Context: an optimization exercise on an open-source flow, tuned for small area, a short achievable clock period and few clock cycles. The choices shown serve that exercise and are no tape-out recipe. Function not checked in this run: the RTL went through the layout flow alone. No activity file was given, so power comes from the tool's default toggle rates.

--- flow/design.v ---
module cmri_framer (
    input  wire       clk,
    input  wire       rst,
    input  wire       cmd_valid,
    input  wire [11:0] cmd,
    output reg        rsp_valid,
    output reg  [1:0] result,
    output reg  [2:0] err,
    output reg  [2:0] drop,
    output wire [2:0] state,
    output wire       rx_addr_valid,
    output wire [7:0] rx_addr,
    output wire       rx_type_valid,
    output wire [7:0] rx_type,
    output wire [8:0] rx_len,
    input  wire [7:0] rx_idx,
    output wire [7:0] rx_data,
    output wire [9:0] txlen,
    input  wire [9:0] tx_idx,
    output wire [7:0] tx_data
);
    localparam integer MAX     = 128;            
    localparam integer TXB_LEN = 2 * MAX + 6;   
    localparam [2:0] S_IDLE   = 3'd0;
    localparam [2:0] S_ATTN   = 3'd1;
    localparam [2:0] S_START  = 3'd2;
    localparam [2:0] S_ADDR   = 3'd3;
    localparam [2:0] S_TYPE   = 3'd4;
    localparam [2:0] S_DATA   = 3'd5;
    localparam [2:0] S_ESCAPE = 3'd6;
    localparam [3:0] OP_NOP         = 4'd0;
    localparam [3:0] OP_PROCESS     = 4'd1;
    localparam [3:0] OP_SET_FILTER  = 4'd2;
    localparam [3:0] OP_DEC_RESET   = 4'd3;
    localparam [3:0] OP_TX_SET_ADDR = 4'd4;
    localparam [3:0] OP_TX_SET_TYPE = 4'd5;
    localparam [3:0] OP_TX_PUSH     = 4'd6;
    localparam [3:0] OP_TX_CLEAR    = 4'd7;
    localparam [3:0] OP_ENCODE      = 4'd8;
    localparam [1:0] R_OK       = 2'd0;    
    localparam [1:0] R_COMPLETE = 2'd1;
    localparam [1:0] R_ERROR    = 2'd2;
    localparam [2:0] E_NONE           = 3'd0;
    localparam [2:0] E_OVERFLOW       = 3'd1;
    localparam [2:0] E_MISSING_ADDR   = 3'd2;
    localparam [2:0] E_MISSING_TYPE   = 3'd3;
    localparam [2:0] E_INVALID_TYPE   = 3'd4;
    localparam [2:0] D_NONE          = 3'd0;
    localparam [2:0] D_BAD_PREAMBLE  = 3'd1;
    localparam [2:0] D_BAD_START     = 3'd2;
    localparam [2:0] D_ADDR_FILTERED = 3'd3;
    localparam [2:0] D_BAD_TYPE      = 3'd4;
    localparam [2:0] D_OVERFLOW      = 3'd5;
    localparam [7:0] PREAMBLE = 8'hFF;
    localparam [7:0] START    = 8'h02;
    localparam [7:0] STOP     = 8'h03;
    localparam [7:0] ESCAPE   = 8'h10;
    function is_type;
        input [7:0] b;
        is_type = (b == 8'h49) || (b == 8'h54) || (b == 8'h52) || (b == 8'h50);
    endfunction
    wire [3:0] op  = cmd[11:8];
    wire [7:0] arg = cmd[7:0];
    reg  [2:0] dec_state;
    reg        rx_av;
    reg  [7:0] rx_a;
    reg        rx_tv;
    reg  [7:0] rx_t;
    reg  [7:0] rx_n;
    reg  [7:0] rxp [0:MAX-1];
    reg        flt_v;
    reg  [7:0] flt;
    reg        tx_av;
    reg  [7:0] tx_a;
    reg        tx_tv;
    reg  [7:0] tx_t;
    reg  [7:0] tx_n;
    reg  [7:0] txp [0:MAX-1];
    reg  [7:0] txb [0:TXB_LEN-1];
    reg  [8:0] txb_n;
    reg        busy;
    reg  [8:0] enc_k;
    reg  [7:0] enc_i;
    reg        enc_esc;
    wire [7:0] enc_p       = txp[enc_i[6:0]];
    wire       enc_special = (enc_p == STOP) || (enc_p == ESCAPE);
    reg  [7:0] enc_byte;
    reg        enc_last;
    always @(*) begin
        enc_last = 1'b0;
        case (enc_k)
            9'd0:    enc_byte = PREAMBLE;
            9'd1:    enc_byte = PREAMBLE;
            9'd2:    enc_byte = START;
            9'd3:    enc_byte = tx_a;
            9'd4:    enc_byte = tx_t;
            default: begin
                if (enc_i < tx_n) begin
                    if (enc_special && !enc_esc) enc_byte = ESCAPE;
                    else                         enc_byte = enc_p;
                end else begin
                    enc_byte = STOP;
                    enc_last = 1'b1;
                end
            end
        endcase
    end
    always @(posedge clk) begin
        if (rst) begin
            dec_state <= S_IDLE;
            rx_av     <= 1'b0;
            rx_tv     <= 1'b0;
            rx_n      <= 8'd0;
            flt_v     <= 1'b0;
            tx_av     <= 1'b0;
            tx_tv     <= 1'b0;
            tx_n      <= 8'd0;
            txb_n     <= 9'd0;
            busy      <= 1'b0;
            rsp_valid <= 1'b0;
            result    <= R_OK;
            err       <= E_NONE;
            drop      <= D_NONE;
        end else if (busy) begin
            txb[enc_k] <= enc_byte;
            enc_k      <= enc_k + 9'd1;
            if (enc_k >= 9'd5 && enc_i < tx_n) begin
                if (enc_special && !enc_esc) begin
                    enc_esc <= 1'b1;
                end else begin
                    enc_esc <= 1'b0;
                    enc_i   <= enc_i + 8'd1;
                end
            end
            if (enc_last) begin
                busy      <= 1'b0;
                txb_n     <= enc_k + 9'd1;
                rsp_valid <= 1'b1;
                result    <= R_OK;
                err       <= E_NONE;
                drop      <= D_NONE;
            end
        end else begin
            rsp_valid <= cmd_valid;
            result    <= R_OK;
            err       <= E_NONE;
            drop      <= D_NONE;
            if (cmd_valid) begin
                case (op)
                    OP_PROCESS: begin
                        case (dec_state)
                            S_IDLE: begin
                                if (arg == PREAMBLE) begin
                                    rx_av     <= 1'b0;
                                    rx_tv     <= 1'b0;
                                    rx_n      <= 8'd0;
                                    dec_state <= S_ATTN;
                                end
                            end
                            S_ATTN: begin
                                if (arg == PREAMBLE) begin
                                    dec_state <= S_START;
                                end else begin
                                    rx_av     <= 1'b0;
                                    rx_tv     <= 1'b0;
                                    rx_n      <= 8'd0;
                                    dec_state <= S_IDLE;
                                    drop      <= D_BAD_PREAMBLE;
                                end
                            end
                            S_START: begin
                                if (arg == START) begin
                                    dec_state <= S_ADDR;
                                end else begin
                                    rx_av     <= 1'b0;
                                    rx_tv     <= 1'b0;
                                    rx_n      <= 8'd0;
                                    dec_state <= S_IDLE;
                                    drop      <= D_BAD_START;
                                end
                            end
                            S_ADDR: begin
                                if (!flt_v || arg == flt) begin
                                    rx_av     <= 1'b1;
                                    rx_a      <= arg;
                                    dec_state <= S_TYPE;
                                end else begin
                                    rx_av     <= 1'b0;
                                    rx_tv     <= 1'b0;
                                    rx_n      <= 8'd0;
                                    dec_state <= S_IDLE;
                                    drop      <= D_ADDR_FILTERED;
                                end
                            end
                            S_TYPE: begin
                                if (is_type(arg)) begin
                                    rx_tv     <= 1'b1;
                                    rx_t      <= arg;
                                    dec_state <= S_DATA;
                                end else begin
                                    rx_av     <= 1'b0;
                                    rx_tv     <= 1'b0;
                                    rx_n      <= 8'd0;
                                    dec_state <= S_IDLE;
                                    drop      <= D_BAD_TYPE;
                                end
                            end
                            S_DATA, S_ESCAPE: begin
                                if (dec_state == S_DATA && arg == ESCAPE) begin
                                    dec_state <= S_ESCAPE;
                                end else if (dec_state == S_DATA && arg == STOP) begin
                                    dec_state <= S_IDLE;
                                    result    <= R_COMPLETE;
                                end else if (rx_n < MAX[7:0]) begin
                                    rxp[rx_n[6:0]] <= arg;
                                    rx_n      <= rx_n + 8'd1;
                                    dec_state <= S_DATA;
                                end else begin
                                    rx_av     <= 1'b0;
                                    rx_tv     <= 1'b0;
                                    rx_n      <= 8'd0;
                                    dec_state <= S_IDLE;
                                    result    <= R_ERROR;
                                    err       <= E_OVERFLOW;
                                    drop      <= D_OVERFLOW;
                                end
                            end
                            default: dec_state <= S_IDLE;
                        endcase
                    end
                    OP_SET_FILTER: begin
                        flt_v <= 1'b1;
                        flt   <= arg;
                    end
                    OP_DEC_RESET: begin
                        rx_av     <= 1'b0;
                        rx_tv     <= 1'b0;
                        rx_n      <= 8'd0;
                        dec_state <= S_IDLE;
                    end
                    OP_TX_SET_ADDR: begin
                        tx_av <= 1'b1;
                        tx_a  <= arg;
                    end
                    OP_TX_SET_TYPE: begin
                        if (is_type(arg)) begin
                            tx_tv <= 1'b1;
                            tx_t  <= arg;
                        end else begin
                            result <= R_ERROR;
                            err    <= E_INVALID_TYPE;
                        end
                    end
                    OP_TX_PUSH: begin
                        if (tx_n < MAX[7:0]) begin
                            txp[tx_n[6:0]] <= arg;
                            tx_n <= tx_n + 8'd1;
                        end else begin
                            result <= R_ERROR;
                            err    <= E_OVERFLOW;
                        end
                    end
                    OP_TX_CLEAR: begin
                        tx_av <= 1'b0;
                        tx_tv <= 1'b0;
                        tx_n  <= 8'd0;
                    end
                    OP_ENCODE: begin
                        if (!tx_av) begin
                            result <= R_ERROR;
                            err    <= E_MISSING_ADDR;
                            txb_n  <= 9'd0;
                        end else if (!tx_tv) begin
                            result <= R_ERROR;
                            err    <= E_MISSING_TYPE;
                            txb_n  <= 9'd0;
                        end else begin
                            rsp_valid <= 1'b0;
                            busy      <= 1'b1;
                            enc_k     <= 9'd0;
                            enc_i     <= 8'd0;
                            enc_esc   <= 1'b0;
                        end
                    end
                    default: ;   
                endcase
            end
        end
    end
    assign state         = dec_state;
    assign rx_addr_valid = rx_av;
    assign rx_addr       = rx_a;
    assign rx_type_valid = rx_tv;
    assign rx_type       = rx_t;
    assign rx_len        = {1'b0, rx_n};
    assign rx_data       = rx_idx[7] ? 8'h00 : rxp[rx_idx[6:0]];
    assign txlen         = {1'b0, txb_n};
    assign tx_data       = (tx_idx < TXB_LEN[9:0]) ? txb[tx_idx[8:0]] : 8'h00;
endmodule
--- flow/run.sh ---
#!/bin/bash
# synth_recipe.tcl (not shown) runs the flow's synth.tcl, then flattens the netlist and writes it again
# the make line also repeats each setting of config.mk as NAME=value (left out here)
make -C /OpenROAD-flow-scripts/flow DESIGN_CONFIG=/design/flow/config.mk WORK_HOME=/design/flow/orfs CLKGATE_MAP_FILE= SYNTH_SCRIPT=/design/flow/synth_recipe.tcl finish
--- flow/config.mk ---
export PLATFORM = sky130hd
export DESIGN_NAME = cmri_framer
export DESIGN_NICKNAME = cmri_framer
export VERILOG_FILES = /design/flow/design.v
export SDC_FILE = /design/flow/constraint.sdc
export NUM_CORES = 4
export LEC_CHECK = 0
export CAP_MARGIN = 20
export CORE_MARGIN = 2
export CORE_UTILIZATION = 30
export PLACE_DENSITY = 0.45
export SLEW_MARGIN = 20
--- flow/constraint.sdc ---
create_clock -name core_clock -period 10.0 [get_ports {clk}]
set_input_delay 2.0000 -clock core_clock [delete_from_list [all_inputs] [get_ports {clk}]]
set_output_delay 2.0000 -clock core_clock [all_outputs]
set_load 0.01 [all_outputs]
==> impl_metrics.env <==
export IMPL_status="no timing/DRC/antenna violations"
export IMPL_synth_top_area_share_pct=75.9
export IMPL_synthDistinctLibCells=84
export IMPL_antenna_found_initial=18
export IMPL_comb_power_share_pct=3.7
export IMPL_startpoint_type="input port"
export IMPL_ys_seq_area_share_pct=76.5
export IMPL_dr_total_vias=81833
export IMPL_synth_enable_flop_cells=4202
export IMPL_clkLatencyLatePin_ps=1050
export IMPL_intPower_w=0.0295
export IMPL_grt_pass1_vias=83260
export IMPL_grt_usage_pct=16.6
export IMPL_grt_max_degree=212
export IMPL_fmax_ghz=0.113
export IMPL_fin_nets=8287
export IMPL_hold_class="register to register"
export IMPL_synth_adder_area_share_pct=0.105
export IMPL_synthMuxAreaShare_pct=16.3
export IMPL_synth_xor_area_share_pct=0.174
export IMPL_dieHeight_um=748
export IMPL_p_leak_nw=59.8
export IMPL_cts_made_buffers=454
export IMPL_cts_tree="done"
export IMPL_die_area_um2=560000
export IMPL_synthArstFlopShare_pct=0
export IMPL_rsz0062_at_grt="false"
export IMPL_synth_top_area_cell="edfxtp_1"
export IMPL_vdd_drop_max_uv=213
export IMPL_root_buffer="clkbuf_16"
export IMPL_min_path_cells=1
export IMPL_cp_end_kind="primary output"
export IMPL_post_cts_setup_buffers=0
export IMPL_place_inst=15068
export IMPL_final_cells=15912
export IMPL_synth_compound_area_share_pct=2.62
export IMPL_r2r_cells=12
export IMPL_post_route_min_period_ps=8820
export IMPL_port_buffers=95
export IMPL_gp_congestion=0.787
export IMPL_tightest_slew_ps=1240
export IMPL_wl_per_cell_um=30.0
export IMPL_yosysWarningCount=1
export IMPL_synth_simple_gate_area_share_pct=2.86
export IMPL_cp_data_required_time_ps=8000
export IMPL_fin_skew_ps=116
export IMPL_io_pins=98
export IMPL_synth_area_per_cell_um2=20.9
export IMPL_clkSinkCount=4252
export IMPL_path_clk_slew_ps=60
export IMPL_drt_iter0_drc=8489
export IMPL_arrival_ps=6820
export IMPL_die_w_um=748
export IMPL_drive_gt1_share_pct=22.2
export IMPL_path_max_fanout=35
export IMPL_start_util_pct=30.1
export IMPL_area_growth_pct=15.0
export IMPL_cts_hold_buf=0
export IMPL_hold_viol=0
export IMPL_power_w=0.0376
export IMPL_period_share_pct=88.2
export IMPL_core_area_um2=552000
export IMPL_clockPowerShare_pct=44.4
export IMPL_viasPerCell=5.14
export IMPL_relSlewSlack_pct=17.0
export IMPL_slew_violations=0
export IMPL_synth_top_family_by_area="multiplexers"
export IMPL_p_seq_share_pct=51.9
export IMPL_cts_resized=0
export IMPL_drtAntennaViolNets=0
export IMPL_row_count=273
export IMPL_final_cell_mix="4,202 x edfxtp_1, 976 x mux4_2, 656 x nor2_1"
export IMPL_synth_top_flop_cell="edfxtp_1"
export IMPL_power_density_nw_per_um2=196
export IMPL_synth_area_leaders="edfxtp_1 76%, mux4_2 13%, mux2i_1 2.5%, nor2_1 1.5%, o221ai_1 0.62%"
export IMPL_layout_commonest_cell="edfxtp_1"
export IMPL_switching_share_pct=21.4
export IMPL_drc=0
export IMPL_cap_violations=0
export IMPL_wirelength_um=477000
export IMPL_h_tree_depth=5
export IMPL_cts_buffer_depth=4
export IMPL_first_pass_iters=6
export IMPL_p_switching_w=0.00805
export IMPL_synthesis_area_um2=166000
export IMPL_worstSetupPathType="input port to primary output"
export IMPL_grt_ovfl_total=0
export IMPL_grt_pass1_wl_um=667000
export IMPL_setup_violations=0
export IMPL_synth_ff_latch_count=4252
export IMPL_syn_inst=7950
export IMPL_place_hpwl_um=286000
export IMPL_timing_setup_tns_ps=0
## state kept, by name, summed over array words and instances, names as in the netlist, 2 cells and up, named ones only
register,count
tx_n,8
enc_k,9
flt,8
drop,3
dec_state,3
txb_n,9
result,2
tx_a,8
rxp,1024
rx_n,8
txp,1024
rx_a,8
txb,2096
tx_t,8
err,3
rx_t,8
enc_i,8
## per-layer routing
layer	vias to the layer above	track usage, %	wire, µm
li1	33829	-	-
met1	44834	23.8	213000
met2	2580	26.5	224000
met3	586	2.61	27800
met4	4	3.81	11600
met5	-	0.195	158
## synth_stat cells, types with 19 or more instances
master	count
buf_6	24
a221oi_1	22
mux2i_1	415
mux4_1	30
o21ai_0	63
mux4_2	976
nor3_1	49
nor2b_1	24
nand3_1	79
edfxtp_1	4202
buf_4	56
and2_1	19
a21oi_1	141
clkbuf_1	235
o22ai_1	72
o221ai_1	117
nor2_1	664
dfxtp_1	50
nand2_1	172
buf_2	70
buf_1	68
inv_1	25
a22oi_1	66
xnor2_1	19
## cell families (layout without fill, tap and decap cells)
family / Yosys count / count (layout)
buf+inv: 489 / 1156
simple gates: 1110 / 1110
xor+xnor: 33 / 33
mux: 1433 / 1433
other cells: 1 / 9
compound gates: 618 / 618
fa+ha+maj: 14 / 14
flops: 4252 / 4252
## layout make-up
| cell class | instances | area [µm²] |
|---|---|---|
| inverter | 30 | 123 |
| antenna | 7 | 17.5 |
| timing repair buffer | 292 | 3090 |
| clock buffer | 552 | 11800 |
| clock inverter | 282 | 2880 |
| multi-input combinational | 3210 | 36900 |
| fill | 51063 | 361000 |
| tap | 7287 | 9120 |
| sequential | 4252 | 127000 |
## critical path, stage by stage
cell	delay, ps
buf_8	390
buf_12	310
buf_12	330
mux4_2	550
mux4_2	500
o22ai_1	180
o21ai_0	430
a31oi_1	1090
o22ai_1	240
clkdlybuf4s50_1	550
## stage by stage
stage                     worst slack [ps]  cell area (µm²)  util [%]  hold slack (ps)
after floorplan                      -1350           166000         -              420
after global placement                1200           176000      31.9              432
after detailed placement              1350           176000      31.9              438
after CTS                             1360           191000      34.6              454
after global routing                  1090           191000      34.6              473
final                                 1180           191000      34.6              451
## final timing paths
kind / endpoint / slack (ps) / start
setup / recovery: tx_data[2] / 1180 / tx_idx[0]
hold / removal: flt_v$_SDFFE_PP0P_ / 450 / flt_v$_SDFFE_PP0P_
setup reg to reg: txb[135][4]$_DFFE_PP_ / 3120 / register
hold reg to reg: flt_v$_SDFFE_PP0P_ / 450 / flt_v$_SDFFE_PP0P_
## power by group through the flow
stage / logic, W / registers, W / clock network, W
after floorplan: 0.000722 / 0.0199 / 0
after global placement: 0.00139 / 0.0199 / 0
after detailed placement: 0.00141 / 0.0199 / 0
after CTS: 0.00141 / 0.0195 / 0.0171
after global routing: 0.00145 / 0.0195 / 0.0177
final: 0.00138 / 0.0195 / 0.0167

-- separate check: timing with driven ports --
The results above use ideal ports. As a check the final layout listed here was re-extracted and re-timed, cells and wires unchanged.
Step 1 (the two cells are an assumption about what drives the block):
set clk [get_ports {clk}]
set_driving_cell -lib_cell sky130_fd_sc_hd__clkbuf_16 $clk
set_driving_cell -lib_cell sky130_fd_sc_hd__buf_2 [delete_from_list [all_inputs] $clk]
Step 2 adds t to the input delays and takes it off the output delays; t is the mean of the earliest and latest rising clock arrival at the registers after step 1. Input paths then give back, and output paths get back, about the clock's delay inside the block.
a / b / c = ideal ports / drivers / drivers and shift; a / b = the first two.
t, ns: 1.110
slack for setup (ns): 1.179 / 1.125 / 1.125
worst hold slack (ns): 0.451 / 0.451 / 0.451
After both steps this run still meets setup and hold. The setup slack of this run moves by -0.054 ns with the drivers and by -0.054 ns with both steps.
